What follows belongs to an exercise in optimizing a design on an open flow for small area, a short achievable clock period and few clock cycles; a production flow would make more cautious choices. Only simulation tests tie the RTL to the original design; equivalence was not proved. Power is estimated from default activity; no workload was simulated.

==> 11-14 <==
## asmi_exec
module asmi_exec (
    input  wire        clk,
    input  wire        rst,
    input  wire        policy,        
    input  wire        line_valid,
    output wire        line_ready,
    input  wire        line_eoi,      
    input  wire        line_lbl,      
    input  wire [3:0]  line_err,      
    input  wire [63:0] line_diw,
    output wire        mem_req,
    output wire        mem_we,
    output wire [9:0]  mem_addr,
    output wire [31:0] mem_wdata,
    input  wire [31:0] mem_rdata,
    output wire        print_valid,
    output wire [3:0]  print_idx,
    output wire [31:0] print_val,
    output wire        err_valid,
    output wire [3:0]  err_code,
    output wire [32:0] err_detail,
    output wire        lbl_valid,
    output wire [9:0]  lbl_addr,
    output reg         done,
    output reg  [1:0]  outcome
);
    localparam OP_MOV   = 5'h01, OP_ADD = 5'h02, OP_SUB = 5'h03, OP_ADC = 5'h04,
  ...
==> flow/config.mk <==
export PLATFORM = sky130hd
export DESIGN_NAME = asmi_exec
export DESIGN_NICKNAME = asmi_exec
export VERILOG_FILES = /design/flow/design.v
export SDC_FILE = /design/flow/constraint.sdc
export NUM_CORES = 4
export LEC_CHECK = 0
export CAP_MARGIN = 20
export CORE_MARGIN = 2
export CORE_UTILIZATION = 50
export PLACE_DENSITY = 0.65
export SLEW_MARGIN = 20
==> flow/constraint.sdc <==
create_clock -name core_clock -period 14.0 [get_ports {clk}]
set_input_delay 2.8000 -clock core_clock [delete_from_list [all_inputs] [get_ports {clk}]]
set_output_delay 2.8000 -clock core_clock [all_outputs]
set_load 0.01 [all_outputs]
standard.sh (not shown) runs the stock make flow with config.mk's settings and CLKGATE_MAP_FILE= SYNTH_SCRIPT=/design/flow/synth_recipe.tcl, a recipe that flattens the netlist after the stock synthesis.
==> flow/flow/run.sh <==
#!/bin/bash
# The standard layout (standard synthesis unchanged), with timing repair asked
# to leave a setup margin so that the layout runs well below the 14 ns clock.
set -euo pipefail
bash standard.sh SETUP_SLACK_MARGIN=10 finish > standard_flow.log 2>&1
==> inputs of 07-08, as changes to 11-14 <==
Settings changed: CORE_UTILIZATION 50 to 30, PLACE_DENSITY 0.65 to 0.5.
==> inputs of 01-26, as changes to 11-14 <==
--- a/flow/design.v
+++ b/flow/design.v
@@ -52,10 +52,11 @@
     reg        e_negoff, e_mul;
     reg [1:0]  e_ph;                  
     reg [31:0] mX;                    
     reg [4:0]  e_rr;                  
     reg [3:0]  d_pb;
+    reg        d_urn, d_upb;
     reg        d_zeroA, d_bimm, d_rrx, d_label;
     reg        e_sadd, e_ssh, e_sand, e_sorr, e_seor, e_sbic, e_smov;
     reg        e_inv, e_cin1, e_cinc, e_setc;
     reg        e_shl, e_ror, e_asr;
     reg        ld1_v, ld2_v, buf_v;
@@ -151,12 +152,16 @@
     wire [31:0] bx  = opB ^ {32{e_inv}};
     wire        cin = e_cin1 || (e_cinc && carry);
     wire [33:0] sum0 = {1'b0, opA, 1'b1} + {1'b0, bx, cin};
     wire [32:0] sum  = sum0[33:1];
     wire        cout = sum[32];
-    wire        ea_hinz = |sum[31:10];
-    wire        oob     = e_negoff ? (cout && ea_hinz) : (cout || ea_hinz);
+    wire [10:0] lo10    = {1'b0, opA[9:0]} + {1'b0, opB[9:0]};
+    wire [21:0] hx      = opA[31:10] ^ opB[31:10];
+    wire [21:0] ho      = opA[31:10] | opB[31:10];
+    wire        hi_zero = (hx[21:1] == ho[20:0]) && (hx[0] == lo10[10]);
+    wire        ea_hinz = !hi_zero;
+    wire        oob     = e_negoff ? (cout && ea_hinz) : (ea_hinz || opA[31] || opB[31]);
     wire        ea_keep = !e_negoff || cout;              
     wire        ea32    = !e_negoff && cout;
     wire commit  = ok_nb && !(e_mem && oob) && !e_hold;
     wire e_wr    = ok_nb && e_wop && !e_hold;              
     wire fault   = e_act && !e_eoi && !e_hold && !(ok_nb && !(e_mem && oob));
@@ -606,13 +611,25 @@
     wire       n_mph1 = n_ev && n_emul && (n_eph != 2'd2);
     wire       n_ld1  = e_v && e_ldr && !e_hold;
     wire       n_ld2  = ld1_v;
     wire       n_buf  = ld2_v || (buf_v && !drain);
     wire       n_conf = n_ld2 && n_buf && n_ev && n_ewop && !n_mph1;
-    wire n_hz = (n_uses_rn && ((n_ev && n_eldr && n_erd == n_rn) || (n_ld1 && e_rd == n_rn))) ||
-                ((n_uses_rd || n_uses_rm) &&
-                 ((n_ev && n_eldr && n_erd == n_pb) || (n_ld1 && e_rd == n_pb)));
+    wire l_alu     = (line_diw[63:59] >= OP_ADD) && (line_diw[63:59] <= OP_BIC) &&
+                     (line_diw[63:59] != OP_RRX);
+    wire l_mem     = (line_diw[63:59] == OP_LDR) || (line_diw[63:59] == OP_STR);
+    wire l_uses_rn = l_alu || (line_diw[63:59] == OP_RRX) || (l_mem && !line_diw[49]);
+    wire l_uses_rd = (line_diw[63:59] == OP_STR) || (line_diw[63:59] == OP_PRINT);
+    wire l_uses_rm = (l_alu || line_diw[63:59] == OP_MOV) && (line_diw[50:48] == 3'b000);
+    wire hz_l = (l_uses_rn && ((n_ev && n_eldr && n_erd == line_diw[54:51]) ||
+                               (n_ld1 && e_rd == line_diw[54:51]))) ||
+                (l_uses_rd && ((n_ev && n_eldr && n_erd == line_diw[58:55]) ||
+                               (n_ld1 && e_rd == line_diw[58:55]))) ||
+                (l_uses_rm && ((n_ev && n_eldr && n_erd == line_diw[35:32]) ||
+                               (n_ld1 && e_rd == line_diw[35:32])));
+    wire hz_d = (d_urn && ((n_ev && n_eldr && n_erd == d_rn) || (n_ld1 && e_rd == d_rn))) ||
+                (d_upb && ((n_ev && n_eldr && n_erd == d_pb) || (n_ld1 && e_rd == d_pb)));
+    wire n_hz = rdy_r ? (line_valid && hz_l) : (n_dv && hz_d);
     wire n_stall = n_hz || n_mph1 || n_conf;
     wire n_done  = done || (e_v && !e_hold && (e_eoi || e_exit ||
                             (batch && (!e_pre_ok || lblb || e_mem))));
     wire drain = buf_v && !e_wr;
     assign rf_we = e_wr || drain;
@@ -632,10 +649,12 @@
             d_rsvdz <= (line_diw[47:36] == 12'd0);
             d_rm    <= line_diw[35:32];
             d_imm   <= line_diw[31:0];
         end
         d_pb    <= n_pb;
+        d_urn   <= n_uses_rn;
+        d_upb   <= n_uses_rd || n_uses_rm;
         d_zeroA <= n_mem && n_mode[1];
         d_bimm  <= n_mem || (n_mode == 3'b001);
         d_rrx   <= (n_opc == OP_RRX);
         d_label <= (n_opc == OP_LABEL);
         if (mul_ph1) begin
Settings changed: CORE_UTILIZATION 50 to 30, PLACE_DENSITY 0.65 to 0.5.
==> comparison table <==
Count of state elements after synthesis: 01-26 906; 07-08 904; 11-14 904
Clk tree area frac: 01-26 4.45%; 07-08 4.38%; 11-14 4.38%
Iteration-0 DRC Markers: 01-26 9321; 07-08 7418; 11-14 10596
Static leakage: 01-26 28.5 nW; 07-08 27.7 nW; 11-14 27.3 nW
Vias after detailed routing: 01-26 60392; 07-08 57297; 11-14 57914
Routed wire length on met2: 01-26 146000 um; 07-08 134000 um; 11-14 113000 um
Maximum resistive drop on vdd: 01-26 110 uV; 07-08 177 uV; 11-14 146 uV
# clock sinks: 01-26 906; 07-08 904; 11-14 904
Via-per-instance ratio: 01-26 6.39; 07-08 6.20; 11-14 7.13
Largest fanout of any net on the critical path: 01-26 2; 07-08 5; 11-14 5
Count of TritonRoute iterations in the first routing pass: 01-26 10; 07-08 11; 11-14 13
Final critical delay including setup and external delays: 01-26 4.25 ns; 07-08 4.32 ns; 11-14 4.43 ns
Result of the run: 01-26 no timing/DRC/antenna violations; 07-08 no timing/DRC/antenna violations; 11-14 no timing/DRC/antenna violations
Power attributed to combinational cells: 01-26 6.42 mW; 07-08 6.50 mW; 11-14 6.24 mW
Clock insertion delay at the later pin of the skew report: 01-26 0.80 ns; 07-08 0.79 ns; 11-14 0.76 ns
Multi-In Gates: 01-26 4537; 07-08 4428; 11-14 4429
Post-synthesis simple-gate area fraction: 01-26 10.3%; 07-08 10.2%; 11-14 10.2%
Kind of start point of the critical path: 01-26 flop; 07-08 input port; 11-14 flop
Number of global-route vias before repair: 01-26 56736; 07-08 54579; 11-14 53805
Non-Filler Cell Area, Final: 01-26 79500 um2; 07-08 78100 um2; 11-14 75500 um2
Count of antenna diodes in the layout: 01-26 14; 07-08 14; 11-14 2
Sequential cell area: 01-26 25800 um2; 07-08 25700 um2; 11-14 25600 um2
Number of sequential cells in the layout: 01-26 906; 07-08 904; 11-14 904
Clock network fraction of design power: 01-26 22.7%; 07-08 22.1%; 11-14 21.8%
Area of the die: 01-26 214000 um2; 07-08 209000 um2; 11-14 126000 um2
Testbench counts of 11-14, summed over its fixed seeds: cycles 11,458.
Testbench counts of 07-08, summed over its fixed seeds: cycles 11,458.
Testbench counts of 01-26, summed over its fixed seeds: cycles 11,458.

-- afterwards: timing with drivers on the ports --
The flow's constraints put no driver on any port. The routed layouts listed below were extracted and timed again, unchanged, in two steps.
Step 1: set_driving_cell puts a clkbuf_16 on clk and a buf_2 on each other input, an assumption about the parent block.
Step 2 times the ports against the registers' clock, not the clock port: input delays grow and output delays shrink by t, the midpoint of the rising clock arrivals with the driver on.
a / b / c = ideal / step 1 / step 2; a / b = the first two.
| run | t, ns | setup slack, ns | worst setup path after step 2 |
|---|---|---|---|
| 11-14 | 0.787 | 9.574 / 9.574 / 8.883 | input to register |
| 07-08 | 0.850 | 9.684 / 9.736 / 8.886 | input to register |
| 01-26 | 0.861 | 9.753 / 9.666 / 9.205 | input to register |
After both steps setup and hold are still met in every run listed. The setup slack of 07-08, which loses most, moves by +0.052 ns with the drivers and by -0.798 ns with both steps.
